From an optimization exercise on the open Yosys and OpenROAD flow, aimed at small area; shortcuts taken in it are not production practice.
In this exercise RTL edits were held to simulation tests only and were not proved equivalent to the original.
Power and IR drop assume default switching activity.

Design softspi_exp, start of the top module:
module softspi_exp (
    input  wire        clk,
    input  wire        rst,           
    input  wire        cmd_valid,
    output wire        cmd_ready,
    input  wire [31:0] cmd,
    input  wire [31:0] now,           
    output reg         rsp_valid,
    output wire [15:0] rsp_data,
    output reg         rsp_refused,
    output reg         pins_oe,       
    output reg         out_data,
    output reg         out_clk,       
    output wire        out_latch,
    output wire        in_latch,      
    output wire        in_clk,        
    input  wire        in_data,
    output wire        dac_cs,
    output reg         dac_data,
    output wire        adc_convst,
    input  wire        adc_data
);
make LEC_CHECK=0 CAP_MARGIN=20 CORE_MARGIN=2 CORE_UTILIZATION=40 CTS_BUF_LIST='sky130_fd_sc_hd__clkbuf_2 sky130_fd_sc_hd__clkbuf_4' CTS_CLUSTER_SIZE=30 SLEW_MARGIN=20 finish   # period 10.0 ns
run.sh (not shown) runs the stock make flow with config.mk's settings and CLKGATE_MAP_FILE= SYNTH_SCRIPT=/design/flow/synth_recipe.tcl, a recipe that flattens the netlist after the stock synthesis.
Change:
==> flow/flow/run.sh (new file) <==
#!/bin/bash
# Own layout flow: the standard ORFS flow (standard.sh), with
#  - port buffers of the smallest buffer cell (every port still gets one),
#  - clock tree synthesis without dummy loads, from small clock buffers.
# Each tool's full output goes to a log file in this folder; ORFS keeps its
# per-step logs under orfs/logs.
set -euo pipefail
export BUFFER_PORTS_ARGS="-buffer_cell sky130_fd_sc_hd__buf_1"
export CTS_ARGS="-sink_clustering_enable -repair_clock_nets -dont_use_dummy_load -buf_list {sky130_fd_sc_hd__clkbuf_4}"
bash standard.sh > standard_finish.log 2>&1
==> flow/standard.sh (new file) <==
#!/bin/bash
# synth_recipe.tcl (not shown) runs the flow's synth.tcl, then flattens the netlist and writes it again
# the make line also repeats each setting of config.mk as NAME=value (left out here)
make -C /OpenROAD-flow-scripts/flow DESIGN_CONFIG=/design/flow/config.mk WORK_HOME=/design/flow/orfs CLKGATE_MAP_FILE= SYNTH_SCRIPT=/design/flow/synth_recipe.tcl "${@:-finish}"
CTS_BUF_LIST = not set   (was sky130_fd_sc_hd__clkbuf_2 sky130_fd_sc_hd__clkbuf_4)
CTS_CLUSTER_SIZE = not set   (was 30)
removed: flow/run.sh
Setup slack improves by 0.41 ns.
Power goes down by about 15%.
Flip-flop and latch count is unchanged.
Count of clock-buffer cells in the layout goes down by 33.
Die area is unchanged.
Core utilization goes down by 3.8 points.
Change:
==> flow/run.sh (new file) <==
#!/bin/bash
# synth_recipe.tcl (not shown) runs the flow's synth.tcl, then flattens the netlist and writes it again
# the make line also repeats each setting of config.mk as NAME=value (left out here)
make -C /OpenROAD-flow-scripts/flow DESIGN_CONFIG=/design/flow/config.mk WORK_HOME=/design/flow/orfs CLKGATE_MAP_FILE= SYNTH_SCRIPT=/design/flow/synth_recipe.tcl finish
CTS_BUF_LIST = sky130_fd_sc_hd__clkbuf_4   (was not set)
removed: flow/flow/run.sh
removed: flow/standard.sh
=> Fmax drops by a few percent; wire length came out higher slightly; flip-flop and latch count stays the same; worst setup slack gets worse by 0.41 ns; sequential power is about the same; area after synthesis does not change; design area went up by a little under a tenth; utilization increases by 3.8 points; synthesized cell count is unchanged.
Change:
==> flow/flow/run.sh (new file) <==
#!/bin/bash
# Own layout flow: the standard ORFS flow (standard.sh), with
#  - port buffers of the smallest buffer cell (every port still gets one),
#  - clock tree synthesis without dummy loads, from small clock buffers.
# Each tool's full output goes to a log file in this folder; ORFS keeps its
# per-step logs under orfs/logs.
set -euo pipefail
export BUFFER_PORTS_ARGS="-buffer_cell sky130_fd_sc_hd__buf_1"
export CTS_ARGS="-sink_clustering_enable -repair_clock_nets -dont_use_dummy_load -buf_list {sky130_fd_sc_hd__clkbuf_4 sky130_fd_sc_hd__clkbuf_8}"
bash standard.sh > standard_finish.log 2>&1
==> flow/standard.sh (new file) <==
#!/bin/bash
# synth_recipe.tcl (not shown) runs the flow's synth.tcl, then flattens the netlist and writes it again
# the make line also repeats each setting of config.mk as NAME=value (left out here)
make -C /OpenROAD-flow-scripts/flow DESIGN_CONFIG=/design/flow/config.mk WORK_HOME=/design/flow/orfs CLKGATE_MAP_FILE= SYNTH_SCRIPT=/design/flow/synth_recipe.tcl "${@:-finish}"
CTS_BUF_LIST = not set   (was sky130_fd_sc_hd__clkbuf_4)
removed: flow/run.sh
What happened:
- The changed run completed with no timing, DRC or antenna violations
- cell area goes down by a little under a tenth
- global-route usage goes down by 0.51 points
- power came out lower by roughly a tenth
- clock skew climbs by 0.017 ns

==> port drivers added, routing unchanged <==
No port has a modelled driver above. Below, the same layouts with a new extraction and two added sets of constraints.
Step 1 (the two cells are an assumption about what drives the block):
set clk [get_ports {clk}]
set_driving_cell -lib_cell sky130_fd_sc_hd__clkbuf_16 $clk
set_driving_cell -lib_cell sky130_fd_sc_hd__buf_2 [delete_from_list [all_inputs] $clk]
Step 2 also shifts input and output timing later by t, the mid clock arrival at the registers, as if the neighbouring blocks saw the same clock.
Three values: no drivers, after step 1, after step 2; two values: the first two.
run | t, ns | setup slack, ns | worst setup path after step 2 | clock arrival spread, ns | worst data-port slew with drivers (ns)
the first run | 0.706 | 3.874 / 3.831 / 4.216 | input to register | 0.066 / 0.066 | 0.04
the second run | 0.670 | 4.283 / 4.238 / 4.568 | input to register | 0.112 / 0.112 | 0.04
the third run | 0.706 | 3.874 / 3.831 / 4.216 | input to register | 0.066 / 0.066 | 0.04
the fourth run | 0.556 | 4.345 / 4.302 / 4.591 | input to register | 0.084 / 0.085 | 0.04
After both steps setup and hold are still met in every run listed.
